This design comes from an exercise in tuning for small area on the open sky130 flow, not from production work.
Only simulation tests tie the RTL to the original design; equivalence was not proved.
No activity file was given, so power comes from the tool's default toggle rates.

**design/flow/config.mk**
```make
export PLATFORM = sky130hd
export DESIGN_NAME = pgrf
export DESIGN_NICKNAME = pgrf
export VERILOG_FILES = /design/flow/design.v
export SDC_FILE = /design/flow/constraint.sdc
export NUM_CORES = 4
export LEC_CHECK = 0
export CAP_MARGIN = 20
export CORE_MARGIN = 2
export CORE_UTILIZATION = 65
export PLACE_DENSITY = 0.75
export SLEW_MARGIN = 20
export SYNTH_HIERARCHICAL = 1
```
**design/flow/constraint.sdc**
```tcl
create_clock -name core_clock -period 12.0 [get_ports {clk}]
set_input_delay 2.4000 -clock core_clock [delete_from_list [all_inputs] [get_ports {clk}]]
set_output_delay 2.4000 -clock core_clock [all_outputs]
set_load 0.01 [all_outputs]
```
**design/flow/design.v**
```verilog
module pgrf (
    input  wire        clk,
    input  wire        rst,
    input  wire        req_valid,
    output wire        req_ready,
    input  wire [31:0] req_cmd,
    input  wire [63:0] req_data,
    output wire        rsp_valid,
    input  wire        rsp_ready,
    output wire [1:0]  rsp_status,
    output wire [63:0] rsp_data
);
    localparam [2:0] OP_CLR   = 3'd1;
    localparam [2:0] OP_GET   = 3'd2;
    localparam [2:0] OP_SET   = 3'd3;
    localparam [2:0] OP_GRAV  = 3'd4;
    localparam [2:0] OP_GPASS = 3'd5;
    localparam [2:0] OP_XPOSE = 3'd6;
    localparam [2:0] OP_RDLO  = 3'd7;
    localparam [2:0] OP_RDHI  = 3'd0;    
    localparam [2:0] S_IDLE = 3'd4;
    localparam [2:0] S_WAIT = 3'd0;
    localparam [2:0] S_WORK = 3'd1;
    localparam [2:0] S_FIN  = 3'd3;
    localparam [2:0] S_RESP = 3'd2;
    localparam [1:0] G_PRE  = 2'd0;      
    localparam [1:0] G_RUN  = 2'd1;      
    localparam [1:0] G_SEEK = 2'd2;      
    reg [2:0]  st;
    reg [63:0] lo_r, hi_r;
    reg [5:0]  pos;
    reg        clrp;
    reg [2:0]  op;
    reg [1:0]  stat;
    reg [5:0]  cnt;
    reg [1:0]  val;
    wire [63:0] rq;
    reg [1:0]  gm;
    reg        gd;
    reg        unset;
    assign req_ready = (st == S_IDLE) && !rst;
    assign rsp_valid = (st == S_RESP);
    assign rsp_status = stat;
    genvar t;
    generate
        for (t = 0; t < 64; t = t + 1) begin : g_out
            assign rsp_data[(t % 8) * 8 + t / 8] = rq[t];
        end
    endgenerate
    wire [7:0] i_opc = req_cmd[7:0];
    wire [7:0] i_row = req_cmd[15:8];
    wire [7:0] i_col = req_cmd[23:16];
    wire [7:0] i_val = req_cmd[31:24];
    wire i_hi0  = (i_opc[7:4] == 4'd0);
    wire i_get  = i_hi0 && (i_opc[3:0] == 4'd2);
    wire i_set  = i_hi0 && (i_opc[3:0] == 4'd3);
    wire i_legal = i_hi0 && (i_opc[3] ? (i_opc[2:0] == 3'd0) : (i_opc[2:0] != 3'd0));
    wire nz_rh = |i_row[7:3];
    wire nz_ch = |i_col[7:3];
    wire nz_vh = |i_val[7:2];
    wire nz_v  = nz_vh || (|i_val[1:0]);
    wire nz_rc = nz_rh || nz_ch || (|i_row[2:0]) || (|i_col[2:0]);
    wire i_rsv = i_get ? nz_v : !i_set && (nz_v || nz_rc);
    wire i_arg = nz_rh || nz_ch || (i_set && nz_vh);
    wire [1:0] i_stat = !i_legal ? 2'd2 : i_rsv ? 2'd3 : i_arg ? 2'd1 : 2'd0;
    wire ok      = (stat == 2'd0);
    wire c_clr   = ok && (op == OP_CLR);
    wire c_get   = ok && (op == OP_GET);
    wire c_set   = ok && (op == OP_SET);
    wire c_grav  = ok && (op == OP_GRAV);
    wire c_gpass = ok && (op == OP_GPASS);
    wire c_xpose = ok && (op == OP_XPOSE);
    wire c_rdlo  = ok && (op == OP_RDLO);
    wire c_rdhi  = ok && (op == OP_RDHI);
    wire wrap  = (pos == 6'd63);
    wire hit   = (cnt == 6'd0);
    wire in_work = (st == S_WORK);
    wire in_fin  = (st == S_FIN);
    wire       first = (pos[2:0] == 3'd0);
    wire       last  = (pos[2:0] == 3'd7);
    wire       cur   = lo_r[0] | hi_r[0];
    wire       nxt   = !last && (lo_r[1] | hi_r[1]);
    wire [1:0] gm_e  = first ? G_PRE : gm;
    wire       gd_e  = first ? 1'b0 : gd;
    wire       mv    = !gd_e && nxt && (gm_e != G_PRE || !cur);
    wire       g_lo  = mv ? lo_r[1] : (gm_e == G_RUN) ? 1'b0 : lo_r[0];
    wire       g_hi  = mv ? hi_r[1] : (gm_e == G_RUN) ? 1'b0 : hi_r[0];
    wire       unset_e = (pos == 6'd0) ? 1'b0 : unset;
    wire       unset_n = unset_e || (mv && gm_e == G_SEEK);
    reg [1:0] gm_n;
    reg       gd_n;
    always @(*) begin
        gm_n = gm_e;
        gd_n = gd_e;
        case (gm_e)
        G_PRE:
            if (!cur && !gd_e)
                gm_n = nxt ? G_RUN : G_SEEK;
        G_RUN:
            if (!mv) begin
                if (gd_e) gm_n = G_PRE;
                else      gm_n = G_SEEK;
            end
        default:
            if (nxt) begin
                gm_n = G_RUN;
                gd_n = 1'b1;
            end
        endcase
    end
    wire do_grav = in_work && (c_grav || c_gpass);
    reg w_lo, w_hi;
    always @(*) begin
        w_lo = lo_r[0];
        w_hi = hi_r[0];
        if (clrp || (in_fin && c_clr)) begin
            w_lo = 1'b0;
            w_hi = 1'b0;
        end else if (in_fin && c_set && hit) begin
            w_lo = val[0];
            w_hi = val[1];
        end else if (do_grav) begin
            w_lo = g_lo;
            w_hi = g_hi;
        end
    end
    wire [7:0] cv = c_get ? {6'd0, val} : {2'd0, cnt};
    reg ins;
    always @(*) begin
        ins = 1'b0;
        if (c_rdlo)
            ins = lo_r[0];
        else if (c_rdhi)
            ins = hi_r[0];
        else if (c_get || c_grav || c_gpass)
            ins = first && cv[pos[5:3]];
    end
    wire cnt_inc = (st == S_WAIT && wrap) ||
                   (in_work && c_get) || (in_fin && c_set) ||
                   (in_work && c_gpass && mv) ||
                   (in_work && c_grav && ((mv && hit) || (wrap && unset_n)));
    wire r_ld = (st == S_IDLE);
    wire r_hd = !r_ld && ((st == S_RESP) || c_xpose);
    wire r_sh = !r_ld && !r_hd;
    pgrf_rsp u_rsp (
        .clk(clk), .ld(r_ld), .sh(r_sh), .hd(r_hd), .ins(ins),
        .d(req_data), .q(rq)
    );
    always @(posedge clk) begin
        lo_r <= {w_lo, lo_r[63:1]};
        hi_r <= {w_hi, hi_r[63:1]};
        pos  <= rst ? 6'd0 : pos + 6'd1;
        if (rst)
            clrp <= 1'b1;
        else if (wrap)
            clrp <= 1'b0;
        if (st == S_IDLE) begin
            op   <= req_cmd[2:0];
            stat <= i_stat;
            cnt  <= ~{req_cmd[18:16], req_cmd[10:8]};
            val  <= req_cmd[25:24];
        end else begin
            if (in_work && c_get && hit)
                val <= {hi_r[0], lo_r[0]};
            if (cnt_inc)
                cnt <= cnt + 6'd1;
        end
        gm    <= gm_n;
        gd    <= gd_n;
        unset <= unset_n;
        if (rst)
            st <= S_IDLE;
        else begin
            case (st)
            S_IDLE:
                if (req_valid)
                    st <= S_WAIT;
            S_WAIT:
                if (c_xpose)
                    st <= S_RESP;
                else if (wrap)
                    st <= (c_get || c_grav || c_gpass) ? S_WORK : S_FIN;
            S_WORK:
                if (wrap && !(c_grav && unset_n))
                    st <= S_FIN;
            S_FIN:
                if (wrap)
                    st <= S_RESP;
            S_RESP:
                if (rsp_ready)
                    st <= S_IDLE;
            default:
                st <= S_IDLE;
            endcase
        end
    end
endmodule
module pgrf_rsp (
    input  wire        clk,
    input  wire        ld,
    input  wire        sh,
    input  wire        hd,
    input  wire        ins,
    input  wire [63:0] d,
    output reg  [63:0] q
);
    always @(posedge clk)
        q <= ({64{ld}} & d) | ({64{sh}} & {ins, q[63:1]}) | ({64{hd}} & q);
endmodule
```
**design/flow/flow/run.sh**
```bash
#!/bin/bash
# The standard layout (standard.sh) with three changes that only affect
# cell choice, not the design or its constraints:
#  - ABC maps the logic with an area-oriented script (flow/abc_area_map.script)
#    instead of ORFS's speed script; registers are untouched (same synthesis
#    script, same flop mapping, same names);
#  - port buffers use the smallest buffer cell (buf_1);
#  - clock tree: clkbuf_4 only, small sink clusters, no dummy loads.
set -euo pipefail
cd "$(dirname "$0")/.."
HERE=$PWD
rm -rf "$HERE/scripts_local"
cp -r "$FLOW_HOME/scripts" "$HERE/scripts_local"
chmod -R u+w "$HERE/scripts_local"
cp "$HERE/flow/abc_area_map.script" "$HERE/scripts_local/abc_speed.script"
export SCRIPTS_DIR="$HERE/scripts_local"
export BUFFER_PORTS_ARGS="-buffer_cell sky130_fd_sc_hd__buf_1"
export CTS_ARGS="-sink_clustering_enable -repair_clock_nets -dont_use_dummy_load -buf_list sky130_fd_sc_hd__clkbuf_4 -sink_clustering_size 10 -sink_clustering_max_diameter 40"
bash standard.sh > make_finish.log 2>&1
```
**design/flow/flow/abc_area_map.script**
```
strash
&get -n
&st
&deepsyn -T 60
&dch -f
&nf -a -R 1000
&put
```
**design/flow/standard.sh**
```bash
#!/bin/bash
# synth_recipe.tcl (not shown) runs the flow's synth.tcl, then flattens the netlist and writes it again
# the make line also repeats each setting of config.mk as NAME=value (left out here)
make -C /OpenROAD-flow-scripts/flow DESIGN_CONFIG=/design/flow/config.mk WORK_HOME=/design/flow/orfs CLKGATE_MAP_FILE= SYNTH_SCRIPT=/design/flow/synth_recipe.tcl "${@:-finish}"
```
==> flow_metrics.py, run 1 <==
metrics = {
    "outcome": {
        "status": "finished clean",
    },
    "drt": {
        "ant_nets": 0,
        "drc_errors": 0,
        "dr.pass1.iters": 9,
        "avgRoutedWirePerCell_um": 15.4,
        "vias_per_cell": 5.64,
        "wl_um": 12600,
        "drtIter0Drc": 389,
        "vias": 4607,
    },
    "final_layout": {
        "fin_area_um2": 7240,
        "n_fill_cell": 588,
        "layoutNonFillerInstCount": 817,
        "antennaDiodeCount": 0,
        "drive_gt1_share_pct": 4.80,
        "syn2layout_area_growth_pct": 16.5,
        "nNetsFinal": 795,
    },
    "setup_path": {
        "cp-start-kind": "input port",
        "path_cells": "buf_1 > nor2_1 > buf_1",
        "cp-end-kind": "output port",
        "startpoint": "rst",
        "worstPathArrival_ns": 2.97,
        "crit_type": "in -> out",
        "required_ns": 9.60,
        "crit_fanout": 10,
        "crit_top_cell": "buf_1",
        "path_delay_family": "buffers and inverters",
        "crit_buf_inv": 2,
        "cpPeakStageDelay_ns": 0.31,
        "rr_startpoint": "pos[0]",
        "slowest_stage": "buf_1",
    },
    "power": {
        "power_mw": 1.25,
        "p_per_area_nw_per_um2": 173,
        "leakage_nw": 2.63,
        "vdd_drop_max_uv": 102,
    },
    "clocking": {
        "clkSinkCount": 219,
        "cts_tree": "done",
        "clockBufferDepth": 3,
        "cts.htree.levels": 1,
        "cts.repair.resized": 0,
        "cts_hold_buf": 0,
        "clock_latency_ns": 0.58,
        "clkTransAtPathRegs_ns": 0.10,
        "cts_buffers": 27,
        "cts_root_buffer": "clkbuf_4",
        "post_cts_buffers": 0,
    },
    "grt": {
        "overflow": 0,
        "grt_max_degree": 77,
        "grt_pass1_wl_um": 19500,
        "grt_pass1_vias": 4166,
        "grt_antenna_before_repair": 0,
        "grt_usage_pct": 23.4,
    },
    "placement": {
        "dpl_cell_area_um2": 7040,
        "place.gp.congestion": 0.886,
        "place_ws_ns": 6.62,
        "port_buffers": 167,
        "dp.cells": 790,
        "dpl.hpwl_um": 8480,
    },
    "floorplanning": {
        "die_h_um": 102,
        "dieArea_um2": 10400,
        "num_rows": 35,
        "coreArea_um2": 9240,
        "dieWidth_um": 102,
        "num_io_pins": 168,
        "initial_core_util_pct": 67.3,
    },
    "sta": {
        "hold_viol": 0,
        "fin_skew_ns": 0.0439,
        "finalCritPeriodShare_pct": 44.8,
        "clock.fmax_mhz": 186,
        "setup_violations": 0,
        "layout_min_cycle_time_ns": 5.37,
        "drv_slew": 0,
        "tightest_slew_ns": 1.00,
        "setup_tns_ns": 0,
        "timing.slew.headroom_pct": 32.9,
        "layout_setup_ws_ns": 6.63,
        "grt_setup_unrepaired": "false",
    },
    "run": {
        "maxCapViolCount": 0,
    },
    "logic_synthesis": {
        "yosysWarnings": 8,
        "synth_top_cell_by_area": "dfxtp_1",
        "synth-simple-area-share_pct": 6.58,
        "synth_fa_ha_area_share_pct": 1.01,
        "synth_top_family_by_area": "compound AO/OA/AOI/OAI gates",
        "netlist.area_leader.share_pct": 66.3,
        "yosys-top-cells-area": "dfxtp_1 66%, a222oi_1 10%, edfxtp_1 6.3%",
        "synth-compound-area-share_pct": 14.3,
        "synth_area_per_cell_um2": 12.7,
        "syn_inst": 491,
        "synthMuxAreaShare_pct": 0.644,
        "synth_seq_cells": 219,
        "synthesis.nets": 596,
        "synth-xor-area-share_pct": 0.563,
        "seq_area_frac_synth_pct": 72.6,
        "syn_area_um2": 6220,
        "synth_cell_types": 39,
    },
    "worst_hold_path": {
        "hold_path.class": "reg -> reg",
        "hold_start": "hi_r[41]",
    },
}
[path summary, 6_finish.rpt]
path	end	slack (ns)	depth (start not counted)
setup / recovery	req_ready	6.63	3
hold / removal	hi_r[40]	0.28	0
setup reg to reg	cnt[3]	9.03	9
hold reg to reg	hi_r[40]	0.28	0
[modules after synthesis, one instance, submodules excluded]
module | times used | cell area (um2) | cells
pgrf_rsp | 1 | 2160 | 192
pgrf | 1 | 4060 | 299
[flip-flops by register name, indices dropped and copies added (netlist names), 3 cells and up]
signal,cells
cnt,6
hi_r,64
lo_r,64
op,3
pos,6
st,3
u_rsp.q,64
[cell families (layout without fill, tap and decap cells)]
group           after synthesis  in the layout
compound gates              103            103
xor+xnor                      4              4
fa+ha+maj                     5              5
buf+inv                      72            269
flops                       219            219
mux                           4              4
simple gates                 84             84
[cells in the mapped netlist (all sizes together)]
| cell type | n |
|---|---|
| nand4b | 1 |
| or2 | 1 |
| o31ai | 2 |
| a31oi | 4 |
| nor3b | 2 |
| o22ai | 3 |
| nand3 | 6 |
| a311oi | 1 |
| nor2 | 29 |
| nand3b | 1 |
| clkinv | 72 |
| nand4 | 2 |
| nand2b | 2 |
| dfxtp | 206 |
| or4 | 2 |
| a311o | 1 |
| a21o | 1 |
| nor3 | 10 |
| xnor2 | 3 |
| o221ai | 1 |
| nor4 | 6 |
| ha | 5 |
| xor2 | 1 |
| and4 | 2 |
| a22oi | 1 |
| a211oi | 2 |
| nor2b | 3 |
| and3 | 1 |
| mux2i | 4 |
| a222oi | 64 |
| a21boi | 1 |
| a21oi | 12 |
| a2111oi | 1 |
| or3 | 1 |
| edfxtp | 13 |
| nand2 | 15 |
| o41ai | 1 |
| o21ai | 6 |
| o211ai | 2 |
[per-stage QoR]
step | utilization [%] | hold slack, ns
after global routing | 78.4 | 0.279
after floorplan | - | 0.310
final | 78.4 | 0.277
after CTS | 78.4 | 0.278
after detailed placement | 76.2 | 0.312
after global placement | 76.2 | 0.312
[power breakdown]
| group | switching [mW] | internal (mW) |
|---|---|---|
| Sequential | 0.0365 | 0.776 |
| Combinational | 0.0803 | 0.0560 |
| Clock | 0.200 | 0.104 |
[worst register-to-register path: stages, from the launching register on]
cell	delay [ns]
dfxtp_1	0.41
clkinv_1	0.10
ha_1	0.21
nand2b_1	0.19
nand2_1	0.15
o211ai_1	0.14
nand3_1	0.15
o31ai_1	0.34
a21oi_1	0.13
o21ai_0	0.74
[metal layers]
| metal | GRT usage, % | wire length (um) |
|---|---|---|
| met5 | 0 | 0 |
| met4 | 6.77 | 182 |
| met2 | 37.0 | 5790 |
| met1 | 33.3 | 5680 |
| met3 | 4.72 | 944 |
[cell usage in the layout (no fill, tap or decap), drive strengths merged, types with 10 or more instances in the layout]
master	n
dfxtp	206
nand2	15
a222oi	64
buf	170
nor3	10
nor2	29
edfxtp	13
a21oi	12
clkinv	71
clkbuf	27
[area by class of cell]
| type | count | area [um2] | share of cell area (%) |
|---|---|---|---|
| Sequential cell | 219 | 4510 | 62.3 |
| Multi-Input combinational cell | 200 | 1450 | 20.0 |
| Timing Repair Buffer | 170 | 649 | 8.96 |
| Inverter | 72 | 270 | 3.73 |
| Clock buffer | 27 | 203 | 2.80 |
| Tap cell | 129 | 161 | 2.23 |
==> run 2, diff against run 1 <==
--- a/design/flow/design.v
+++ b/design/flow/design.v
@@ -162,6 +162,4 @@
         end else begin
-            if (in_work && c_get && hit)
-                val <= {hi_r[0], lo_r[0]};
-            if (cnt_inc)
-                cnt <= cnt + 6'd1;
+            val <= val | ({2{in_work && c_get && hit}} & {hi_r[0], lo_r[0]});
+            cnt <= cnt + {5'd0, cnt_inc};
         end
==> flow_metrics.py, run 2 <==
metrics = {
    "floorplanning": {
        "initial_core_util_pct": 66.7,
        "num_rows": 35,
        "num_io_pins": 168,
        "dieArea_um2": 10300,
        "dieWidth_um": 101,
        "coreArea_um2": 9240,
        "die_h_um": 101,
    },
    "logic_synthesis": {
        "synth_top_cell_by_area": "dfxtp_1",
        "seq_area_frac_synth_pct": 72.0,
        "syn_inst": 494,
        "syn_area_um2": 6160,
        "synthesis.nets": 599,
        "async_flop_share_pct": 0,
        "ys.flop_type": "dfxtp_1",
        "yosys-top-cells-area": "dfxtp_1 70%, a222oi_1 10%, clkinv_1 4.3%",
        "synth_edf_count": 5,
        "synth_area_per_cell_um2": 12.5,
        "synth_cell_types": 39,
        "synth_most_common_cell": "dfxtp_1",
        "yosysWarnings": 8,
        "synth_common_cells": "214 x dfxtp_1, 70 x clkinv_1, 64 x a222oi_1",
        "netlist.area_leader.share_pct": 69.5,
        "synth_seq_cells": 219,
    },
    "clocking": {
        "clock_latency_ns": 0.57,
        "cts_tree": "done",
        "clockBufferDepth": 3,
        "cts_root_buffer": "clkbuf_4",
        "cts_hold_buf": 0,
        "cts_buffers": 26,
        "post_cts_buffers": 0,
        "cts.htree.levels": 1,
        "cts.repair.resized": 0,
        "clkSinkCount": 219,
        "clkTransAtPathRegs_ns": 0.09,
    },
    "setup_path": {
        "crit_type": "in -> out",
        "crit_fanout": 10,
        "worstPathArrival_ns": 2.98,
        "required_ns": 9.60,
        "cp-start-kind": "input port",
        "cp-end-kind": "output port",
    },
    "grt": {
        "grt_pass1_vias": 4266,
        "grt_antenna_before_repair": 0,
        "overflow": 0,
        "grt_usage_pct": 23.1,
        "grt_max_degree": 65,
        "grt_pass1_wl_um": 19100,
    },
    "final_layout": {
        "final_cell_mix": "214 x dfxtp_1, 167 x buf_1, 69 x clkinv_1",
        "final_common_cell": "dfxtp_1",
        "nNetsFinal": 796,
        "antennaDiodeCount": 0,
        "syn2layout_area_growth_pct": 16.5,
        "largestRegisters": "hi_r: 64 flops, lo_r: 64 flops, u_rsp.q: 64 flops",
        "drive_gt1_share_pct": 4.50,
    },
    "sta": {
        "layout_min_cycle_time_ns": 5.38,
        "finalCritPeriodShare_pct": 44.8,
        "setup_violations": 0,
        "fin_skew_ns": 0.0382,
        "timing.slew.headroom_pct": 54.0,
        "drv_slew": 0,
        "hold_viol": 0,
        "setup_tns_ns": 0,
        "tightest_slew_ns": 0.691,
        "clock.fmax_mhz": 186,
        "grt_setup_unrepaired": "false",
    },
    "placement": {
        "port_buffers": 167,
        "dpl.hpwl_um": 7970,
        "place.gp.congestion": 0.937,
    },
    "drt": {
        "vias": 4546,
        "avgRoutedWirePerCell_um": 14.5,
        "ant_nets": 0,
        "dr.pass1.iters": 10,
        "wl_um": 11900,
        "drc_errors": 0,
        "vias_per_cell": 5.56,
        "drtIter0Drc": 407,
    },
    "power": {
        "leakage_nw": 2.64,
        "power_mw": 1.23,
        "p_per_area_nw_per_um2": 171,
        "vdd_drop_max_uv": 109,
    },
    "worst_hold_path": {
        "hold_path.class": "reg -> reg",
    },
    "run": {
        "maxCapViolCount": 0,
    },
    "outcome": {
        "status": "finished clean",
    },
}
-- run 2: cell count changes in the layout (fill, tap and decap cells not counted), sizes merged, moves of 3 or more --
cell / change
nand2: +5
nor2: -9
edfxtp: -8
dfxtp: +8
nand3: +4
mux2i: -3
nor2b: +5
and2: +3
-- run 2: critical path, cell delays in order --
cell and delay (ns):
buf_1 0.32, nor2_1 0.11, buf_1 0.14
-- run 2: final cells by class --
| cell class | count | area, um2 |
|---|---|---|
| Clock buffer | 26 | 195 |
| Fill cell | 642 | 2060 |
| Inverter | 70 | 263 |
| Multi-Input combinational cell | 205 | 1480 |
| Sequential cell | 219 | 4430 |
| Tap cell | 129 | 161 |
| Timing Repair Buffer | 169 | 642 |
-- run 2: power by group --
group	total, mW	switching (mW)	leakage (nW)	internal (mW)
sequential	0.802	0.0338	1.80	0.768
clock	0.299	0.199	0.120	0.0999
combinational	0.127	0.0750	0.720	0.0525
total	1.23	0.307	2.64	0.921
-- run 2: kinds of logic (layout without fill, tap and decap cells) --
| logic type | Yosys count | count (layout) | share of synthesized area (%) |
|---|---|---|---|
| AO/OA/AOI/OAI | 100 | 100 | 14.1 |
| XOR/XNOR | 4 | 4 | 0.569 |
| adder cells (fa/ha/maj) | 5 | 5 | 1.02 |
| buffers and inverters | 70 | 265 | 4.26 |
| flip-flops | 219 | 219 | 72.0 |
| multiplexers | 2 | 2 | 0.345 |
| AND/OR/NAND/NOR | 94 | 94 | 7.78 |
-- run 2: modules after synthesis (local to each module, per instance) --
module    times used  flops+latches  area [um2]
pgrf               1            155        4000
pgrf_rsp           1             64        2160
-- run 2: metal layers --
metal  vias to the layer above  wire length [um]  GRT usage (%)
li1                       2205                 -              -
met1                      2123              5330           30.6
met2                       194              5460           38.2
met3                        24               856           4.42
met4                         0               221           8.21
met5                         -                 0              0
-- run 2: final timing paths --
check,end,cells after the start,startpoint,slack [ns]
max reg2reg,cnt[5],16,pos[0],9.05
min reg2reg,hi_r[56],0,hi_r[57],0.30
min,hi_r[56],0,hi_r[57],0.30
max,req_ready,3,rst,6.62
-- run 2: metrics by stage --
step	util, %	hold slack [ns]	std cells	worst slack [ns]	area, um2
2_1_floorplan	-	0.310	494	6.88	6160
5_1_grt	77.7	0.298	818	6.55	7180
3_5_place_dp	75.5	0.312	792	6.62	6980
3_3_place_gp	75.5	0.313	792	6.65	6980
4_1_cts	77.6	0.287	818	6.63	7170
6_report	77.7	0.301	818	6.62	7180
==> run 3, diff against run 2 <==
--- a/design/flow/config.mk
+++ b/design/flow/config.mk
@@ -7,3 +7,3 @@
 export LEC_CHECK = 0
-export CAP_MARGIN = 20
+export CAP_MARGIN = 0
 export CORE_MARGIN = 2
@@ -11,3 +11,3 @@
 export PLACE_DENSITY = 0.75
-export SLEW_MARGIN = 20
+export SLEW_MARGIN = 0
 export SYNTH_HIERARCHICAL = 1
==> flow_metrics.py, run 3 <==
metrics = {
    "sta": {
        "timing.hold.ws_ns": 0.299,
        "grt_setup_unrepaired": "false",
        "drv_slew": 0,
        "clock.fmax_mhz": 186,
        "finalCritPeriodShare_pct": 44.7,
        "hold_viol": 0,
        "layout_min_cycle_time_ns": 5.37,
        "setup_tns_ns": 0,
        "tightest_slew_ns": 1.17,
        "setup_violations": 0,
        "fin_skew_ns": 0.0400,
        "timing.slew.headroom_pct": 21.7,
    },
    "power": {
        "vdd_drop_max_uv": 109,
        "leakage_nw": 2.64,
        "p_per_area_nw_per_um2": 171,
    },
    "drt": {
        "vias_per_cell": 5.53,
        "drtIter0Drc": 406,
        "drc_errors": 0,
        "wl_um": 11900,
        "dr.pass1.iters": 6,
        "ant_nets": 0,
        "vias": 4527,
        "avgRoutedWirePerCell_um": 14.6,
    },
    "logic_synthesis": {
        "synth_edf_count": 5,
        "syn_inst": 494,
        "async_flop_share_pct": 0,
        "synth_seq_cells": 219,
        "yosys-top-cells-area": "dfxtp_1 70%, a222oi_1 10%, clkinv_1 4.3%",
        "synth_common_cells": "214 x dfxtp_1, 70 x clkinv_1, 64 x a222oi_1",
        "yosysWarnings": 8,
        "synth_cell_types": 39,
        "synthesis.nets": 599,
        "synth_area_per_cell_um2": 12.5,
        "synth_most_common_cell": "dfxtp_1",
        "synth_top_cell_by_area": "dfxtp_1",
        "syn_area_um2": 6160,
        "netlist.area_leader.share_pct": 69.5,
        "seq_area_frac_synth_pct": 72.0,
        "ys.flop_type": "dfxtp_1",
    },
    "floorplanning": {
        "die_h_um": 101,
        "num_rows": 35,
        "dieWidth_um": 101,
        "num_io_pins": 168,
        "coreArea_um2": 9240,
        "initial_core_util_pct": 66.7,
        "dieArea_um2": 10300,
    },
    "clocking": {
        "cts.repair.resized": 0,
        "clockBufferDepth": 3,
        "cts_buffers": 26,
        "clock_latency_ns": 0.57,
        "clkTransAtPathRegs_ns": 0.09,
        "cts.htree.levels": 1,
        "cts_root_buffer": "clkbuf_4",
        "cts_tree": "done",
        "post_cts_buffers": 0,
        "clkSinkCount": 219,
        "cts_hold_buf": 0,
    },
    "grt": {
        "grt_antenna_before_repair": 0,
        "overflow": 0,
        "grt_max_degree": 65,
        "grt_pass1_wl_um": 19100,
        "grt_pass1_vias": 4266,
        "grt_usage_pct": 23.1,
    },
    "setup_path": {
        "worstPathArrival_ns": 2.97,
        "cp-end-kind": "output port",
        "required_ns": 9.60,
        "rr_worst_depth": 16,
        "crit_fanout": 10,
        "crit_type": "in -> out",
        "cp-start-kind": "input port",
    },
    "worst_hold_path": {
        "whs_path_depth": 0,
        "hold_path.class": "reg -> reg",
    },
    "placement": {
        "port_buffers": 167,
        "dpl.hpwl_um": 7970,
        "place.gp.congestion": 0.937,
    },
    "final_layout": {
        "nNetsFinal": 796,
        "final_common_cell": "dfxtp_1",
        "largestRegisters": "hi_r: 64 flops, lo_r: 64 flops, u_rsp.q: 64 flops",
        "antennaDiodeCount": 0,
        "final_cell_mix": "214 x dfxtp_1, 167 x buf_1, 69 x clkinv_1",
        "syn2layout_area_growth_pct": 16.4,
        "n_fill_cell": 644,
        "drive_gt1_share_pct": 4.50,
    },
    "run": {
        "maxCapViolCount": 0,
    },
    "outcome": {
        "status": "finished clean",
    },
}
## run 3: cell count changes in the layout (fill, tap and decap cells not counted)
cell    change
and3_4      -1
and3_2      +1
## run 3: per-stage QoR
| step | utilization [%] | power, mW | cell area, um2 | setup WS [ns] | cells |
|---|---|---|---|---|---|
| 2_1_floorplan | - | 0.888 | 6160 | 6.88 | 494 |
| 3_3_place_gp | 75.5 | 0.940 | 6980 | 6.65 | 792 |
| 3_5_place_dp | 75.5 | 0.945 | 6980 | 6.62 | 792 |
| 4_1_cts | 77.6 | 1.24 | 7170 | 6.63 | 818 |
| 5_1_grt | 77.6 | 1.29 | 7170 | 6.55 | 818 |
| 6_report | 77.6 | 1.23 | 7170 | 6.63 | 818 |
## run 3: kinds of logic (layout without fill, tap and decap cells)
logic type               after synthesis  count (layout)  share of synthesized area, %
flip-flops                           219             219                          72.0
AND/OR/NAND/NOR                       94              94                          7.78
AO/OA/AOI/OAI                        100             100                          14.1
multiplexers                           2               2                         0.345
buffers and inverters                 70             265                          4.26
adder cells (fa/ha/maj)                5               5                          1.02
XOR/XNOR                               4               4                         0.569
## run 3: final cells by class
class | instances | area (um2) | share of cell area (%)
inverters | 70 | 263 | 3.66
clock buffers | 26 | 195 | 2.72
repair buffers | 169 | 642 | 8.95
multi-input cells | 205 | 1480 | 20.6
well taps | 129 | 161 | 2.25
flip-flops and latches | 219 | 4430 | 61.8
## run 3: worst paths after layout
path             from         to  slack, ns
max               rst  req_ready       6.63
min          hi_r[57]   hi_r[56]       0.30
max reg2reg    pos[0]     cnt[5]       9.06
min reg2reg  hi_r[57]   hi_r[56]       0.30
## run 3: worst max-delay path, cell delays in order
cell and delay [ns]:
buf_1 0.31, nor2_1 0.11, buf_1 0.14
## run 3: report_power, final
| group | total (mW) | internal [mW] | switching [mW] |
|---|---|---|---|
| Sequential | 0.802 | 0.768 | 0.0340 |
| Combinational | 0.127 | 0.0523 | 0.0750 |
| Clock | 0.298 | 0.0999 | 0.198 |
| Total | 1.23 | 0.921 | 0.307 |
## run 3: per-module statistics from Yosys (local to each module, per instance)
module	copies in the design	cells inside
pgrf	1	302
pgrf_rsp	1	192
## run 3: layer usage
layer | up-vias | part of all wire [%] | GRT usage [%]
met5 | - | 0 | 0
met4 | 0 | 1.9 | 8.21
met3 | 24 | 6.9 | 4.42
met2 | 185 | 46 | 38.2
met1 | 2116 | 46 | 30.6
li1 | 2202 | - | -
==> run 4, diff against run 3 <==
--- a/design/flow/design.v
+++ b/design/flow/design.v
@@ -87,4 +87,3 @@
     wire       g_hi  = mv ? hi_r[1] : (gm_e == G_RUN) ? 1'b0 : hi_r[0];
-    wire       unset_e = (pos == 6'd0) ? 1'b0 : unset;
-    wire       unset_n = unset_e || (mv && gm_e == G_SEEK);
+    wire       unset_n = unset || (mv && gm_e == G_SEEK);
     reg [1:0] gm_n;
@@ -167,3 +166,3 @@
         gd    <= gd_n;
-        unset <= unset_n;
+        unset <= unset_n && !wrap;
         if (rst)
==> flow_metrics.py, run 4 <==
metrics = {
    "final_layout": {
        "final_common_cell": "dfxtp_1",
        "drive_gt1_share_pct": 4.70,
        "antennaDiodeCount": 0,
        "final_cell_mix": "214 x dfxtp_1, 167 x buf_1, 69 x clkinv_1",
        "nNetsFinal": 788,
        "largestRegisters": "hi_r: 64 flops, lo_r: 64 flops, u_rsp.q: 64 flops",
        "syn2layout_area_growth_pct": 16.3,
    },
    "power": {
        "p_sw_share_pct": 25.0,
        "p_per_area_nw_per_um2": 171,
        "p_seq_share_pct": 65.3,
        "vdd_drop_max_uv": 108,
        "pwr-share-comb_pct": 10.2,
        "leakage_nw": 2.62,
        "power_mw": 1.23,
        "power.internal_uw": 919,
        "power.switching_uw": 307,
        "clkPwrFrac_pct": 24.6,
    },
    "grt": {
        "grt_pass1_wl_um": 19100,
        "grt_pass1_vias": 4096,
        "grt_antenna_before_repair": 0,
        "grt_max_degree": 87,
        "grt_usage_pct": 23.0,
        "overflow": 0,
    },
    "sta": {
        "setup_tns_ns": 0,
        "timing.slew.headroom_pct": 38.4,
        "hold_viol": 0,
        "tightest_slew_ns": 0.924,
        "setup_violations": 0,
        "layout_setup_ws_ns": 6.61,
        "clock.fmax_mhz": 185,
        "grt_setup_unrepaired": "false",
        "drv_slew": 0,
        "finalCritPeriodShare_pct": 45.0,
        "fin_skew_ns": 0.0383,
        "layout_min_cycle_time_ns": 5.39,
    },
    "run": {
        "maxCapViolCount": 0,
    },
    "clocking": {
        "cts.repair.resized": 0,
        "clock_latency_ns": 0.58,
        "clkSinkCount": 219,
        "clockBufferDepth": 3,
        "cts_tree": "done",
        "cts.htree.levels": 1,
        "post_cts_buffers": 0,
        "cts_buffers": 26,
        "cts_root_buffer": "clkbuf_4",
        "cts_hold_buf": 0,
        "clkTransAtPathRegs_ns": 0.09,
    },
    "logic_synthesis": {
        "synth_cell_types": 38,
        "synth_top_family_by_area": "compound AO/OA/AOI/OAI gates",
        "synth-simple-area-share_pct": 6.91,
        "netlist.area_leader.share_pct": 69.6,
        "seq_area_frac_synth_pct": 72.1,
        "syn_inst": 485,
        "synth-compound-area-share_pct": 14.4,
        "synth_most_common_cell": "dfxtp_1",
        "yosysWarnings": 8,
        "ys.flop_type": "dfxtp_1",
        "synth_area_per_cell_um2": 12.7,
        "yosys-top-cells-area": "dfxtp_1 70%, a222oi_1 11%, clkinv_1 4.2%",
        "synth_top_cell_by_area": "dfxtp_1",
        "synth_fa_ha_area_share_pct": 1.02,
        "synthesis.nets": 590,
        "async_flop_share_pct": 0,
        "syn_area_um2": 6150,
        "synth-xor-area-share_pct": 0.569,
        "synth_edf_count": 5,
        "synthMuxAreaShare_pct": 0.834,
        "synth_common_cells": "214 x dfxtp_1, 69 x clkinv_1, 66 x a222oi_1",
        "synth_seq_cells": 219,
    },
    "setup_path": {
        "crit_top_cell": "buf_1",
        "cp-end-kind": "output port",
        "crit_buf_inv": 2,
        "path_cells": "buf_1 > nor2b_1 > buf_1",
        "worstPathArrival_ns": 2.99,
        "crit_fanout": 10,
        "rr_startpoint": "pos[0]",
        "crit_type": "in -> out",
        "required_ns": 9.60,
        "path_delay_family": "buffers and inverters",
        "cpPeakStageDelay_ns": 0.33,
        "startpoint": "rst",
        "cp-start-kind": "input port",
        "slowest_stage": "buf_1",
    },
    "placement": {
        "place_ws_ns": 6.60,
        "port_buffers": 167,
        "dpl.hpwl_um": 8030,
        "place.gp.congestion": 0.911,
    },
    "drt": {
        "drtIter0Drc": 434,
        "vias_per_cell": 5.73,
        "dr.pass1.iters": 6,
        "ant_nets": 0,
        "avgRoutedWirePerCell_um": 15.4,
        "drc_errors": 0,
        "wl_um": 12200,
        "vias": 4539,
    },
    "floorplanning": {
        "num_rows": 35,
        "dieArea_um2": 10300,
        "coreArea_um2": 9200,
        "die_h_um": 101,
        "num_io_pins": 168,
        "initial_core_util_pct": 66.9,
        "dieWidth_um": 101,
    },
    "outcome": {
        "status": "finished clean",
    },
    "worst_hold_path": {
        "hold_path.class": "reg -> reg",
        "hold_start": "hi_r[50]",
    },
}
## run 4: cell types whose count changed after synthesis, moves of 3 or more
cell / change
nand2_1: -10
nor3_1: +3
mux2i_1: +3
nand3_1: -4
## run 4: power by group through the flow
stage                     combinational, mW  sequential [mW]  clock, mW
after global routing                  0.141            0.805      0.342
after floorplan                      0.0630            0.824          0
after global placement                0.121            0.813          0
after CTS                             0.126            0.800      0.310
final                                 0.125            0.800      0.301
after detailed placement              0.125            0.816          0
## run 4: final timing paths
| check | end | slack (ns) | cells past startpoint |
|---|---|---|---|
| setup / recovery | req_ready | 6.61 | 3 |
| hold / removal | hi_r[49] | 0.32 | 0 |
| hold reg to reg | hi_r[49] | 0.32 | 0 |
| setup reg to reg | cnt[5] | 9.19 | 13 |
## run 4: metrics by stage
| stage | cell area, um2 | hold slack, ns | util, % | std cells |
|---|---|---|---|---|
| CTS | 7150 | 0.309 | 77.8 | 792 |
| finish | 7150 | 0.319 | 77.8 | 792 |
| floorplan | 6150 | 0.310 | - | 485 |
| global route | 7150 | 0.322 | 77.8 | 792 |
| detailed placement | 6960 | 0.312 | 75.7 | 766 |
| global placement | 6960 | 0.311 | 75.7 | 766 |
## run 4: modules after synthesis, one instance, submodules excluded
module | flops+latches | cells inside
pgrf | 155 | 293
pgrf_rsp | 64 | 192
## run 4: kinds of logic after synthesis
kind of cell | after synthesis
mux | 5
compound gates | 102
simple gates | 81
buf+inv | 69
fa+ha+maj | 5
xor+xnor | 4
flops | 219
## run 4: cell type report
cell class | instances | area (um2)
inverters | 69 | 259
repair buffers | 170 | 649
fillers | 615 | 2040
flip-flops and latches | 219 | 4430
well taps | 111 | 139
multi-input cells | 197 | 1480
clock buffers | 26 | 195
## run 4: per-layer routing
layer  vias up  share of wire [%]  routed length (um)  GRT usage (%)
met4         0                1.3                 162           6.44
met3        16                7.2                 872           5.18
met5         -                  0                   0              0
met2       197                 47                5760           37.1
met1      2141                 44                5380           31.7
li1       2185                  -                   -              -
## run 4: worst register-to-register path, cell delays in order, from the launching register on
cell,delay (ns)
dfxtp_1,0.35
ha_1,0.24
ha_1,0.20
o21bai_1,0.21
nor4_1,0.25
nor2_1,0.10
o31ai_1,0.35
nand3_1,0.13
nand4_1,0.16
ha_1,0.19
and3_1,0.20
nand3_1,0.10
xor2_1,0.15
mux2i_1,0.08
==> run 5, diff against run 4 <==
--- a/design/flow/config.mk
+++ b/design/flow/config.mk
@@ -9,4 +9,4 @@
 export CORE_MARGIN = 2
-export CORE_UTILIZATION = 65
-export PLACE_DENSITY = 0.75
+export CORE_UTILIZATION = 72
+export PLACE_DENSITY = 0.8
 export SLEW_MARGIN = 0
==> flow_metrics.py, run 5 <==
metrics = {
    "outcome": {
        "status": "finished clean",
    },
    "placement": {
        "port_buffers": 167,
        "place_ws_ns": 6.61,
        "place.gp.congestion": 0.923,
        "dp.cells": 761,
        "dpl.hpwl_um": 9180,
    },
    "clocking": {
        "clockBufferDepth": 3,
        "clock_latency_ns": 0.59,
        "cts_hold_buf": 0,
        "cts_tree": "done",
        "cts_root_buffer": "clkbuf_4",
        "cts.repair.resized": 0,
        "clkSinkCount": 219,
        "cts.htree.levels": 1,
        "clkTransAtPathRegs_ns": 0.10,
        "cts_buffers": 26,
        "post_cts_buffers": 0,
    },
    "logic_synthesis": {
        "seq_area_frac_synth_pct": 72.1,
        "synth_common_cells": "214 x dfxtp_1, 69 x clkinv_1, 66 x a222oi_1",
        "synth_cell_types": 38,
        "syn_area_um2": 6150,
        "ys.flop_type": "dfxtp_1",
        "syn_inst": 485,
        "synth_seq_cells": 219,
        "synth_edf_count": 5,
        "synthesis.nets": 590,
        "yosys-top-cells-area": "dfxtp_1 70%, a222oi_1 11%, clkinv_1 4.2%",
        "netlist.area_leader.share_pct": 69.6,
        "synth_top_cell_by_area": "dfxtp_1",
        "synth_area_per_cell_um2": 12.7,
        "synth_most_common_cell": "dfxtp_1",
        "yosysWarnings": 8,
        "async_flop_share_pct": 0,
    },
    "final_layout": {
        "layoutNonFillerInstCount": 787,
        "antennaDiodeCount": 0,
        "nNetsFinal": 789,
        "final_cell_mix": "214 x dfxtp_1, 167 x buf_1, 69 x clkinv_1",
        "n_fill_cell": 434,
        "syn2layout_area_growth_pct": 16.3,
        "largestRegisters": "hi_r: 64 flops, lo_r: 64 flops, u_rsp.q: 64 flops",
        "final_common_cell": "dfxtp_1",
        "drive_gt1_share_pct": 4.84,
    },
    "drt": {
        "dr.pass1.iters": 8,
        "avgRoutedWirePerCell_um": 17.6,
        "wl_um": 13900,
        "drc_errors": 0,
        "ant_nets": 0,
        "vias_per_cell": 5.84,
        "drtIter0Drc": 394,
        "vias": 4598,
    },
    "setup_path": {
        "crit_type": "in -> out",
        "required_ns": 9.60,
        "r2r-end": "cnt[4]",
        "rr_worst_depth": 13,
        "cp-start-kind": "input port",
        "cpPeakStageDelay_ns": 0.33,
        "crit_top_cell": "buf_1",
        "crit_fanout": 10,
        "path_cells": "buf_1 > nor2b_1 > buf_1",
        "slowest_stage": "buf_1",
        "worstPathArrival_ns": 2.99,
        "r2r_slack_ns": 9.08,
        "crit_buf_inv": 2,
        "cp-end-kind": "output port",
        "rr_startpoint": "pos[0]",
        "path_delay_family": "buffers and inverters",
    },
    "power": {
        "power.internal_uw": 920,
        "leakage_nw": 2.63,
        "p_seq_share_pct": 64.8,
        "p_sw_share_pct": 25.6,
        "clkPwrFrac_pct": 24.7,
        "p_per_area_nw_per_um2": 173,
        "vdd_drop_max_uv": 104,
        "power.switching_uw": 317,
        "pwr-share-comb_pct": 10.5,
    },
    "sta": {
        "grt_setup_unrepaired": "false",
        "finalCritPeriodShare_pct": 44.9,
        "layout_setup_ws_ns": 6.61,
        "setup_tns_ns": 0,
        "timing.hold.ws_ns": 0.303,
        "drv_slew": 0,
        "fin_skew_ns": 0.0621,
        "setup_violations": 0,
        "layout_min_cycle_time_ns": 5.39,
        "timing.slew.headroom_pct": 37.3,
        "hold_viol": 0,
        "clock.fmax_mhz": 185,
        "tightest_slew_ns": 0.941,
    },
    "run": {
        "maxCapViolCount": 0,
    },
    "floorplanning": {
        "dieArea_um2": 9300,
        "coreArea_um2": 8260,
        "dieWidth_um": 96.4,
        "num_rows": 33,
        "num_io_pins": 168,
        "die_h_um": 96.4,
        "initial_core_util_pct": 74.5,
    },
    "grt": {
        "grt_pass1_wl_um": 21200,
        "grt_max_degree": 86,
        "grt_pass1_vias": 4382,
        "grt_antenna_before_repair": 0,
        "grt_usage_pct": 29.7,
        "overflow": 0,
    },
    "worst_hold_path": {
        "hold_end": "lo_r[55]",
        "hold_start": "lo_r[56]",
        "hold_path.class": "reg -> reg",
        "whs_path_depth": 0,
    },
}
## run 5: cells by family after synthesis
logic type | count (synthesis) | synth area share, %
adder cells (fa/ha/maj) | 5 | 1.02
XOR/XNOR | 4 | 0.569
AND/OR/NAND/NOR | 81 | 6.91
buffers and inverters | 69 | 4.21
flip-flops | 219 | 72.1
AO/OA/AOI/OAI | 102 | 14.4
multiplexers | 5 | 0.834
## run 5: cell type report
type	count	area (um2)	share of cell area, %
flip-flops and latches	219	4430	62.0
multi-input cells	197	1480	20.6
repair buffers	171	657	9.18
inverters	69	259	3.62
clock buffers	26	195	2.73
well taps	105	131	1.84
## run 5: routing by layer
| layer | track usage, % | vias to the layer above | routed length (um) |
|---|---|---|---|
| li1 | - | 2194 | - |
| met1 | 36.4 | 2141 | 5570 |
| met2 | 51.9 | 225 | 7090 |
| met3 | 5.66 | 38 | 882 |
| met4 | 12.1 | 0 | 345 |
| met5 | 0 | - | 0 |
## run 5: Yosys stat by module, one instance, submodules excluded
module / area, um2 / cells inside / flip-flops and latches / copies in the design
pgrf_rsp: 2160 / 192 / 64 / 1
pgrf: 3990 / 293 / 155 / 1
## run 5: worst max path at each step
stage,from,endpoint,slack [ns],cells past startpoint
detailed placement,rst,req_ready,6.61,3
global route,rst,req_ready,6.54,3
floorplan,st[2],u_rsp.q[62],1.89,4
finish,rst,req_ready,6.61,3
global placement,rst,req_ready,6.64,3
CTS,rst,req_ready,6.61,3
## run 5: worst reg2reg max path, delay by kind of cell (launching register included)
family / cells / cell delay (ns)
adder cells (fa/ha/maj): 4 / 0.83
AND/OR/NAND/NOR: 5 / 0.76
AO/OA/AOI/OAI: 2 / 0.58
flip-flops: 1 / 0.36
XOR/XNOR: 1 / 0.15
multiplexers: 1 / 0.09
## run 5: stage by stage
step	power, mW	util (%)	area [um2]
after floorplan	0.887	-	6150
after detailed placement	0.945	84.3	6960
after CTS	1.24	86.6	7150
after global placement	0.934	84.3	6960
after global routing	1.29	86.6	7150
final	1.24	86.6	7150
## run 5: power groups by stage
stage	Clock (mW)	Sequential (mW)	Combinational [mW]
finish	0.305	0.801	0.130
detailed placement	0	0.817	0.129
floorplan	0	0.824	0.0630
global route	0.339	0.806	0.143
global placement	0	0.813	0.121
CTS	0.313	0.800	0.130
==> run 6, diff against run 5 <==
--- a/design/flow/flow/run.sh
+++ b/design/flow/flow/run.sh
@@ -17,3 +17,3 @@
 export BUFFER_PORTS_ARGS="-buffer_cell sky130_fd_sc_hd__buf_1"
-export CTS_ARGS="-sink_clustering_enable -repair_clock_nets -dont_use_dummy_load -buf_list sky130_fd_sc_hd__clkbuf_4 -sink_clustering_size 10 -sink_clustering_max_diameter 40"
+export CTS_ARGS="-sink_clustering_enable -repair_clock_nets -dont_use_dummy_load -buf_list sky130_fd_sc_hd__clkbuf_4 -sink_clustering_size 12 -sink_clustering_max_diameter 30"
 bash standard.sh > make_finish.log 2>&1
--- a/design/flow/config.mk
+++ b/design/flow/config.mk
@@ -9,4 +9,4 @@
 export CORE_MARGIN = 2
-export CORE_UTILIZATION = 72
-export PLACE_DENSITY = 0.8
+export CORE_UTILIZATION = 65
+export PLACE_DENSITY = 0.75
 export SLEW_MARGIN = 0
==> flow_metrics.py, run 6 <==
metrics = {
    "outcome": {
        "status": "finished clean",
    },
    "logic_synthesis": {
        "yosys-top-cells-area": "dfxtp_1 70%, a222oi_1 11%, clkinv_1 4.2%",
        "synth-compound-area-share_pct": 14.4,
        "syn_inst": 485,
        "synth_fa_ha_area_share_pct": 1.02,
        "synth_top_cell_by_area": "dfxtp_1",
        "synth_most_common_cell": "dfxtp_1",
        "syn_area_um2": 6150,
        "synth_common_cells": "214 x dfxtp_1, 69 x clkinv_1, 66 x a222oi_1",
        "synthMuxAreaShare_pct": 0.834,
        "async_flop_share_pct": 0,
        "ys.flop_type": "dfxtp_1",
        "synth_area_per_cell_um2": 12.7,
        "synth_edf_count": 5,
        "synth_cell_types": 38,
        "synth_seq_cells": 219,
        "synth_top_family_by_area": "compound AO/OA/AOI/OAI gates",
        "synthesis.nets": 590,
        "seq_area_frac_synth_pct": 72.1,
        "yosysWarnings": 8,
        "synth-simple-area-share_pct": 6.91,
        "synth-xor-area-share_pct": 0.569,
        "netlist.area_leader.share_pct": 69.6,
    },
    "floorplanning": {
        "dieWidth_um": 101,
        "num_io_pins": 168,
        "coreArea_um2": 9200,
        "die_h_um": 101,
        "dieArea_um2": 10300,
        "initial_core_util_pct": 66.9,
        "num_rows": 35,
    },
    "clocking": {
        "cts_buffers": 29,
        "clock_latency_ns": 0.61,
        "cts.repair.resized": 0,
        "cts_tree": "done",
        "clkSinkCount": 219,
        "cts_root_buffer": "clkbuf_4",
        "post_cts_buffers": 0,
        "clkTransAtPathRegs_ns": 0.10,
        "cts_hold_buf": 0,
        "clockBufferDepth": 3,
        "cts.htree.levels": 1,
    },
    "grt": {
        "grt_max_degree": 87,
        "grt_usage_pct": 22.8,
        "overflow": 0,
        "grt_pass1_wl_um": 19000,
        "grt_use_met3_pct": 5.45,
        "use_met2_pct": 36.3,
        "use_met1_pct": 31.3,
        "top_usage_layer": "met2",
        "grt_pass1_vias": 4125,
        "grt_antenna_before_repair": 0,
    },
    "drt": {
        "ant_nets": 0,
        "drtIter0Drc": 419,
        "dr.pass1.iters": 7,
        "vias_per_cell": 5.74,
        "wl_um": 12100,
        "vias": 4564,
        "avgRoutedWirePerCell_um": 15.2,
        "drc_errors": 0,
    },
    "power": {
        "p_seq_share_pct": 64.7,
        "p_per_area_nw_per_um2": 172,
        "p_sw_share_pct": 24.9,
        "vdd_drop_max_uv": 110,
        "power_mw": 1.24,
        "leakage_nw": 2.64,
        "power.switching_uw": 308,
        "clkPwrFrac_pct": 25.3,
        "power.internal_uw": 930,
        "pwr-share-comb_pct": 10.1,
    },
    "final_layout": {
        "final_cell_mix": "214 x dfxtp_1, 167 x buf_1, 69 x clkinv_1",
        "antennaDiodeCount": 0,
        "nNetsFinal": 791,
        "n_fill_cell": 608,
        "fin_area_um2": 7180,
        "final_common_cell": "dfxtp_1",
        "largestRegisters": "hi_r: 64 flops, lo_r: 64 flops, u_rsp.q: 64 flops",
        "drive_gt1_share_pct": 5.12,
        "syn2layout_area_growth_pct": 16.6,
        "layoutNonFillerInstCount": 795,
    },
    "sta": {
        "timing.hold.ws_ns": 0.254,
        "hold_viol": 0,
        "clock.fmax_mhz": 185,
        "tightest_slew_ns": 0.914,
        "layout_min_cycle_time_ns": 5.40,
        "grt_setup_unrepaired": "false",
        "finalCritPeriodShare_pct": 45.0,
        "fin_skew_ns": 0.0898,
        "setup_tns_ns": 0,
        "drv_slew": 0,
        "setup_violations": 0,
        "timing.slew.headroom_pct": 39.1,
    },
    "placement": {
        "dpl_cell_area_um2": 6960,
        "dpl.hpwl_um": 8030,
        "place.gp.congestion": 0.911,
        "dp.cells": 766,
        "port_buffers": 167,
    },
    "setup_path": {
        "crit_type": "in -> out",
        "required_ns": 9.60,
        "crit_fanout": 10,
        "cp-start-kind": "input port",
        "worstPathArrival_ns": 3.00,
        "cp-end-kind": "output port",
    },
    "run": {
        "maxCapViolCount": 0,
    },
    "worst_hold_path": {
        "hold_path.class": "reg -> reg",
    },
}
[run 6: cell counts after synthesis]
No cell type changed its count.
[run 6: worst paths after layout]
kind	from	end	slack [ns]	cells past startpoint
worst max-delay path	rst	req_ready	6.60	3
worst min-delay path	lo_r[55]	lo_r[54]	0.25	0
worst max register to register	pos[1]	cnt[5]	9.18	13
worst min register to register	lo_r[55]	lo_r[54]	0.25	0
[run 6: kinds of logic after synthesis]
kind of cell / after synthesis
adder cells (fa/ha/maj): 5
AND/OR/NAND/NOR: 81
multiplexers: 5
XOR/XNOR: 4
flip-flops: 219
AO/OA/AOI/OAI: 102
buffers and inverters: 69
[run 6: through the flow]
| stage | setup WS, ns | util [%] |
|---|---|---|
| finish | 6.60 | 78.0 |
| global route | 6.49 | 78.0 |
| CTS | 6.58 | 78.0 |
| detailed placement | 6.60 | 75.7 |
| global placement | 6.62 | 75.7 |
| floorplan | 1.89 | - |
[run 6: power by group through the flow]
stage          combinational, mW  sequential (mW)  clock [mW]
2_1_floorplan             0.0630            0.824           0
3_3_place_gp               0.121            0.813           0
3_5_place_dp               0.125            0.816           0
4_1_cts                    0.126            0.800       0.324
5_1_grt                    0.141            0.805       0.354
6_report                   0.125            0.801       0.313
[run 6: critical path, cell delays in order]
cell	delay (ns)
buf_1	0.32
nor2b_1	0.12
buf_1	0.15
[run 6: area by class of cell]
| class | count | area, um2 | area share, % |
|---|---|---|---|
| Inverter | 69 | 259 | 3.61 |
| Sequential cell | 219 | 4430 | 61.8 |
| Tap cell | 111 | 139 | 1.94 |
| Clock buffer | 29 | 218 | 3.03 |
| Timing Repair Buffer | 170 | 649 | 9.05 |
| Multi-Input combinational cell | 197 | 1480 | 20.6 |
[run 6: modules after synthesis, one instance, submodules excluded]
module,times used,cells
pgrf,1,293
pgrf_rsp,1,192
[run 6: metal layers]
layer | wire length, um | share of wire [%]
met1 | 5310 | 44
met2 | 5650 | 47
met3 | 912 | 7.6
met4 | 180 | 1.5
met5 | 0 | 0
==> run 7, diff against run 6 <==
--- a/design/flow/flow/run.sh
+++ b/design/flow/flow/run.sh
@@ -17,3 +17,3 @@
 export BUFFER_PORTS_ARGS="-buffer_cell sky130_fd_sc_hd__buf_1"
-export CTS_ARGS="-sink_clustering_enable -repair_clock_nets -dont_use_dummy_load -buf_list sky130_fd_sc_hd__clkbuf_4 -sink_clustering_size 12 -sink_clustering_max_diameter 30"
+export CTS_ARGS="-sink_clustering_enable -repair_clock_nets -dont_use_dummy_load -buf_list {sky130_fd_sc_hd__clkbuf_4 sky130_fd_sc_hd__clkbuf_8} -sink_clustering_size 16 -sink_clustering_max_diameter 30"
 bash standard.sh > make_finish.log 2>&1
==> flow_metrics.py, run 7 <==
metrics = {
    "outcome": {
        "status": "finished clean",
    },
    "floorplanning": {
        "dieWidth_um": 101,
        "dieArea_um2": 10300,
        "die_h_um": 101,
        "num_io_pins": 168,
        "coreArea_um2": 9200,
        "initial_core_util_pct": 66.9,
        "num_rows": 35,
    },
    "clocking": {
        "clkTransAtPathRegs_ns": 0.09,
        "clockBufferDepth": 3,
        "clock_latency_ns": 0.53,
        "cts_hold_buf": 0,
        "cts_buffers": 28,
        "cts_root_buffer": "clkbuf_8",
        "cts.repair.resized": 0,
        "cts_tree": "done",
        "post_cts_buffers": 0,
        "clkSinkCount": 219,
        "cts.htree.levels": 1,
    },
    "final_layout": {
        "nNetsFinal": 790,
        "largestRegisters": "hi_r: 64 flops, lo_r: 64 flops, u_rsp.q: 64 flops",
        "drive_gt1_share_pct": 4.98,
        "final_common_cell": "dfxtp_1",
        "syn2layout_area_growth_pct": 19.4,
        "final_cell_mix": "214 x dfxtp_1, 167 x buf_1, 69 x clkinv_1",
        "n_fill_cell": 573,
        "antennaDiodeCount": 0,
    },
    "logic_synthesis": {
        "synthesis.nets": 590,
        "synth_cell_types": 38,
        "synth_seq_cells": 219,
        "ys.flop_type": "dfxtp_1",
        "synth_area_per_cell_um2": 12.7,
        "async_flop_share_pct": 0,
        "synth_top_cell_by_area": "dfxtp_1",
        "netlist.area_leader.share_pct": 69.6,
        "synth_edf_count": 5,
        "yosysWarnings": 8,
        "synth_most_common_cell": "dfxtp_1",
        "synth_common_cells": "214 x dfxtp_1, 69 x clkinv_1, 66 x a222oi_1",
        "yosys-top-cells-area": "dfxtp_1 70%, a222oi_1 11%, clkinv_1 4.2%",
        "syn_area_um2": 6150,
        "syn_inst": 485,
        "seq_area_frac_synth_pct": 72.1,
    },
    "setup_path": {
        "worstPathArrival_ns": 3.00,
        "r2r-end": "cnt[5]",
        "cp-end-kind": "output port",
        "rr_worst_depth": 13,
        "required_ns": 9.60,
        "crit_fanout": 10,
        "cp-start-kind": "input port",
        "rr_startpoint": "pos[1]",
        "crit_type": "in -> out",
        "r2r_slack_ns": 9.16,
    },
    "drt": {
        "avgRoutedWirePerCell_um": 15.5,
        "drtIter0Drc": 436,
        "wl_um": 12300,
        "vias_per_cell": 5.80,
        "ant_nets": 0,
        "dr.pass1.iters": 8,
        "drc_errors": 0,
        "vias": 4605,
    },
    "sta": {
        "hold_viol": 0,
        "fin_skew_ns": 0.0646,
        "tightest_slew_ns": 0.955,
        "setup_tns_ns": 0,
        "grt_setup_unrepaired": "false",
        "clock.fmax_mhz": 185,
        "setup_violations": 0,
        "timing.slew.headroom_pct": 36.3,
        "layout_min_cycle_time_ns": 5.40,
        "timing.hold.ws_ns": 0.288,
        "drv_slew": 0,
        "finalCritPeriodShare_pct": 45.0,
    },
    "run": {
        "maxCapViolCount": 0,
    },
    "placement": {
        "dpl.hpwl_um": 8030,
        "place.gp.congestion": 0.911,
        "port_buffers": 167,
    },
    "worst_hold_path": {
        "hold_end": "lo_r[31]",
        "whs_path_depth": 0,
        "hold_start": "lo_r[32]",
        "hold_path.class": "reg -> reg",
    },
    "grt": {
        "grt_max_degree": 87,
        "grt_antenna_before_repair": 0,
        "grt_usage_pct": 23.2,
        "grt_pass1_wl_um": 19400,
        "grt_pass1_vias": 4198,
        "overflow": 0,
    },
    "power": {
        "p_per_area_nw_per_um2": 184,
        "vdd_drop_max_uv": 125,
        "leakage_nw": 2.70,
    },
}
==> run 7: final cells by class <==
cell class / count / area (um2) / share of cell area [%]
multi-input cells: 197 / 1480 / 20.1
repair buffers: 170 / 649 / 8.84
well taps: 111 / 139 / 1.89
flip-flops and latches: 219 / 4430 / 60.4
inverters: 69 / 259 / 3.53
clock buffers: 28 / 385 / 5.25
==> run 7: how the worst max path moves through the flow <==
stage                     start     endpoint  slack (ns)  depth (start not counted)
after floorplan           st[2]  u_rsp.q[62]        1.89                          4
after global placement      rst    req_ready        6.62                          3
after detailed placement    rst    req_ready        6.60                          3
after CTS                   rst    req_ready        6.58                          3
after global routing        rst    req_ready        6.49                          3
final                       rst    req_ready        6.60                          3
==> run 7: routing by layer <==
layer	up-vias	global-route usage, %	wire length (um)
met4	0	6.96	174
met2	218	37.5	5910
met1	2187	31.6	5270
met3	15	5.18	925
met5	-	0	0
li1	2185	-	-
==> run 7: where the power goes <==
part           leakage [nW]  internal [mW]  switching [mW]
logic                 0.702         0.0524          0.0724
registers              1.80          0.768          0.0335
clock network         0.201          0.205           0.216
total                  2.70           1.03           0.322
==> run 7: cells by family after synthesis <==
group                      share of synthesized area [%]
DFF                                                 72.1
adders and majority gates                           1.02
xor gates and xnor gates                           0.569
muxes                                              0.834
AOI/OAI and AO/OA                                   14.4
buffers and inverters                               4.21
and+or+nand+nor                                     6.91
==> run 7: per-module statistics from Yosys (local to each module, per instance) <==
module    cells  times used  flip-flops and latches  area, um2
pgrf_rsp    192           1                      64       2160
pgrf        293           1                     155       3990
==> run 7: worst max-delay path: stages <==
cell and delay, ns:
buf_1 0.32, nor2b_1 0.12, buf_1 0.15
==> run 7: per-stage QoR <==
step	setup slack, ns	util, %	power [mW]	cells	instance area [um2]
after CTS	6.58	79.9	1.36	794	7340
after floorplan	1.89	-	0.887	485	6150
after global routing	6.49	79.9	1.41	794	7340
after global placement	6.62	75.7	0.934	766	6960
final	6.60	79.9	1.35	794	7340
after detailed placement	6.60	75.7	0.941	766	6960
==> run 8, diff against run 7 <==
==> design/flow/run.sh (new file) <==
#!/bin/bash
# synth_recipe.tcl (not shown) runs the flow's synth.tcl, then flattens the netlist and writes it again
# the make line also repeats each setting of config.mk as NAME=value (left out here)
make -C /OpenROAD-flow-scripts/flow DESIGN_CONFIG=/design/flow/config.mk WORK_HOME=/design/flow/orfs CLKGATE_MAP_FILE= SYNTH_SCRIPT=/design/flow/synth_recipe.tcl finish
--- a/design/flow/config.mk
+++ b/design/flow/config.mk
@@ -10,4 +10,6 @@
 export CORE_UTILIZATION = 65
+export CTS_BUF_LIST = sky130_fd_sc_hd__clkbuf_4
+export CTS_CLUSTER_DIAMETER = 40
+export CTS_CLUSTER_SIZE = 10
 export PLACE_DENSITY = 0.75
 export SLEW_MARGIN = 0
-export SYNTH_HIERARCHICAL = 1
removed: design/flow/flow/run.sh
removed: design/flow/flow/abc_area_map.script
removed: design/flow/standard.sh
==> flow_metrics.py, run 8 <==
metrics = {
    "final_layout": {
        "antennaDiodeCount": 0,
        "fin_area_um2": 8830,
        "final_core_util_pct": 85.9,
        "syn2layout_area_growth_pct": 29.3,
        "final_cell_mix": "214 x dfxtp_1, 167 x clkdlybuf4s50_1, 79 x nand2_1",
        "drive_gt1_share_pct": 6.05,
        "final_common_cell": "dfxtp_1",
        "nNetsFinal": 878,
        "largestRegisters": "hi_r: 64 flops, lo_r: 64 flops, u_rsp.q: 64 flops",
    },
    "sta": {
        "tightest_slew_ns": 1.19,
        "setup_violations": 0,
        "layout_setup_ws_ns": 5.77,
        "grt_setup_unrepaired": "false",
        "fin_skew_ns": 0.0306,
        "setup_tns_ns": 0,
        "finalCritPeriodShare_pct": 51.9,
        "drv_slew": 0,
        "hold_viol": 0,
        "timing.hold.ws_ns": 0.315,
        "layout_min_cycle_time_ns": 6.23,
        "timing.slew.headroom_pct": 21.0,
        "clock.fmax_mhz": 161,
    },
    "logic_synthesis": {
        "synth_top_cell_by_area": "dfxtp_1",
        "ys.flop_type": "dfxtp_1",
        "synth_common_cells": "214 x dfxtp_1, 79 x nand2_1, 67 x o21ai_1",
        "synth_edf_count": 5,
        "seq_area_frac_synth_pct": 64.9,
        "synth_most_common_cell": "dfxtp_1",
        "syn_area_um2": 6830,
        "syn_inst": 604,
        "synth_area_per_cell_um2": 11.3,
        "yosysWarnings": 2,
        "synth_seq_cells": 219,
        "async_flop_share_pct": 0,
        "synth_cell_types": 52,
        "synthesis.nets": 709,
        "yosys-top-cells-area": "dfxtp_1 63%, mux2i_1 9.5%, o21ai_1 4.9%",
        "netlist.area_leader.share_pct": 62.7,
    },
    "drt": {
        "wl_um": 15200,
        "vias_per_cell": 5.47,
        "met2_length_um": 7350,
        "vias": 4998,
        "avgRoutedWirePerCell_um": 16.7,
        "routed-wl-met3_um": 1340,
        "ant_nets": 0,
        "drt-met1-wl_um": 6010,
        "route.top_layer_used": "met4",
        "drtIter0Drc": 294,
        "dr.pass1.iters": 5,
        "drc_errors": 0,
    },
    "grt": {
        "overflow": 0,
        "grt_antenna_before_repair": 0,
        "grt_max_degree": 130,
        "grt_pass1_vias": 5156,
        "grt_pass1_wl_um": 24900,
        "grt_usage_pct": 27.5,
    },
    "worst_hold_path": {
        "whs_path_depth": 0,
        "hold_end": "hi_r[50]",
        "hold_path.class": "reg -> reg",
        "hold_start": "hi_r[51]",
    },
    "clocking": {
        "cts.htree.levels": 1,
        "cts_tree": "done",
        "clockBufferDepth": 3,
        "clock_latency_ns": 0.60,
        "cts_buffers": 26,
        "clkTransAtPathRegs_ns": 0.10,
        "cts.repair.resized": 0,
        "cts_hold_buf": 0,
        "post_cts_buffers": 0,
        "clkSinkCount": 219,
        "cts_root_buffer": "clkbuf_4",
    },
    "placement": {
        "dpl_cell_area_um2": 8570,
        "port_buffers": 167,
        "place_ws_ns": 5.81,
        "place.gp.congestion": 0.851,
        "dpl.hpwl_um": 10600,
    },
    "power": {
        "leakage_nw": 3.29,
        "vdd_drop_max_uv": 157,
        "p_per_area_nw_per_um2": 222,
    },
    "floorplanning": {
        "dieArea_um2": 11300,
        "die_h_um": 107,
        "num_io_pins": 168,
        "num_rows": 37,
        "coreArea_um2": 10300,
        "dieWidth_um": 107,
        "initial_core_util_pct": 66.4,
    },
    "setup_path": {
        "crit_top_cell": "clkdlybuf4s50_1",
        "crit_type": "in -> out",
        "r2r_slack_ns": 9.34,
        "cp-end-kind": "output port",
        "path_delay_family": "buffers and inverters",
        "crit_fanout": 11,
        "required_ns": 9.60,
        "rr_startpoint": "pos[0]",
        "worstPathArrival_ns": 3.83,
        "crit_buf_inv": 2,
        "cp-start-kind": "input port",
        "rr_worst_depth": 13,
        "cpPeakStageDelay_ns": 0.64,
        "path_cells": "clkdlybuf4s50_1 > nor2_1 > clkdlybuf4s50_1",
        "r2r-end": "cnt[4]",
        "slowest_stage": "clkdlybuf4s50_1",
    },
    "outcome": {
        "status": "finished clean",
    },
    "run": {
        "maxCapViolCount": 0,
    },
}
run 8: worst register-to-register path: cells and delay by family, from the launching register on:
kind / cells / cell delay [ns]
AOI/OAI and AO/OA: 4 / 0.66
and+or+nand+nor: 4 / 0.53
adders and majority gates: 4 / 0.85
xor gates and xnor gates: 1 / 0.14
DFF: 1 / 0.36
run 8: kinds of logic (layout without fill, tap and decap cells):
kind of cell,Yosys count,in the layout,synth area share (%)
and+or+nand+nor,145,145,10.4
AOI/OAI and AO/OA,124,124,10.4
buffers and inverters,36,209,2.40
DFF,219,219,64.9
adders and majority gates,5,5,0.916
xor gates and xnor gates,7,7,0.898
muxes,68,68,10.0
run 8: area by class of cell:
class | instances | area, um2
clock buffers | 30 | 225
well taps | 136 | 170
inverters | 8 | 31.3
fillers | 549 | 1450
clock inverters | 2 | 37.5
repair buffers | 169 | 1690
multi-input cells | 349 | 2240
flip-flops and latches | 219 | 4430
run 8: stage by stage:
| stage | instances | power [mW] |
|---|---|---|
| 2_1_floorplan | 604 | 1.29 |
| 3_3_place_gp | 881 | 1.59 |
| 3_5_place_dp | 881 | 1.62 |
| 4_1_cts | 913 | 1.97 |
| 5_1_grt | 913 | 2.07 |
| 6_report | 913 | 1.96 |
run 8: power by group:
group | internal, mW | switching, mW
Clock | 0.137 | 0.213
Combinational | 0.331 | 0.288
Sequential | 0.866 | 0.126
Total | 1.33 | 0.628
run 8: per-layer routing:
| metal | global-route usage (%) | vias up |
|---|---|---|
| met3 | 9.26 | 43 |
| met5 | 0 | - |
| met2 | 46.8 | 216 |
| li1 | - | 2429 |
| met4 | 10.9 | 0 |
| met1 | 31.9 | 2310 |
run 8: how the worst max path moves through the flow:
stage                     from         to  slack (ns)  depth (start not counted)
final                      rst  req_ready        5.77                          3
after detailed placement   rst  req_ready        5.81                          3
after floorplan            rst  req_ready        6.84                          2
after global routing       rst  req_ready        5.76                          3
after CTS                  rst  req_ready        5.81                          3
after global placement     rst  req_ready        5.83                          3

## what the ideal ports hide
The flow's constraints put no driver on any port. The routed layouts listed below were extracted and timed again, unchanged, in two steps.
Step 1: set_driving_cell puts a clkbuf_16 on clk and a buf_2 on each other input, an assumption about the parent block.
Step 2 moves the port delays by t, midway between the first and last clock arrival at a register: inputs arrive t later, outputs are due t later. That takes back most of the time a late clock gives input paths.
Three values: ideal, step 1, step 2; two values: the first two.
run	t, ns	slack for setup (ns)	hold slack, ns	worst setup path at the end
run 1	0.590	6.627 / 6.604 / 6.604	0.277 / 0.277 / 0.277	input to output
run 2	0.581	6.624 / 6.601 / 6.601	0.301 / 0.301 / 0.301	input to output
run 3	0.582	6.632 / 6.608 / 6.608	0.299 / 0.299 / 0.299	input to output
run 4	0.592	6.606 / 6.582 / 6.582	0.319 / 0.319 / 0.319	input to output
run 5	0.590	6.607 / 6.584 / 6.584	0.303 / 0.303 / 0.303	input to output
run 6	0.593	6.605 / 6.582 / 6.582	0.254 / 0.254 / 0.254	input to output
run 7	0.524	6.604 / 6.581 / 6.581	0.288 / 0.288 / 0.288	input to output
run 8	0.619	5.773 / 5.750 / 5.750	0.315 / 0.315 / 0.315	input to output
After both steps every run listed still meets setup and hold.
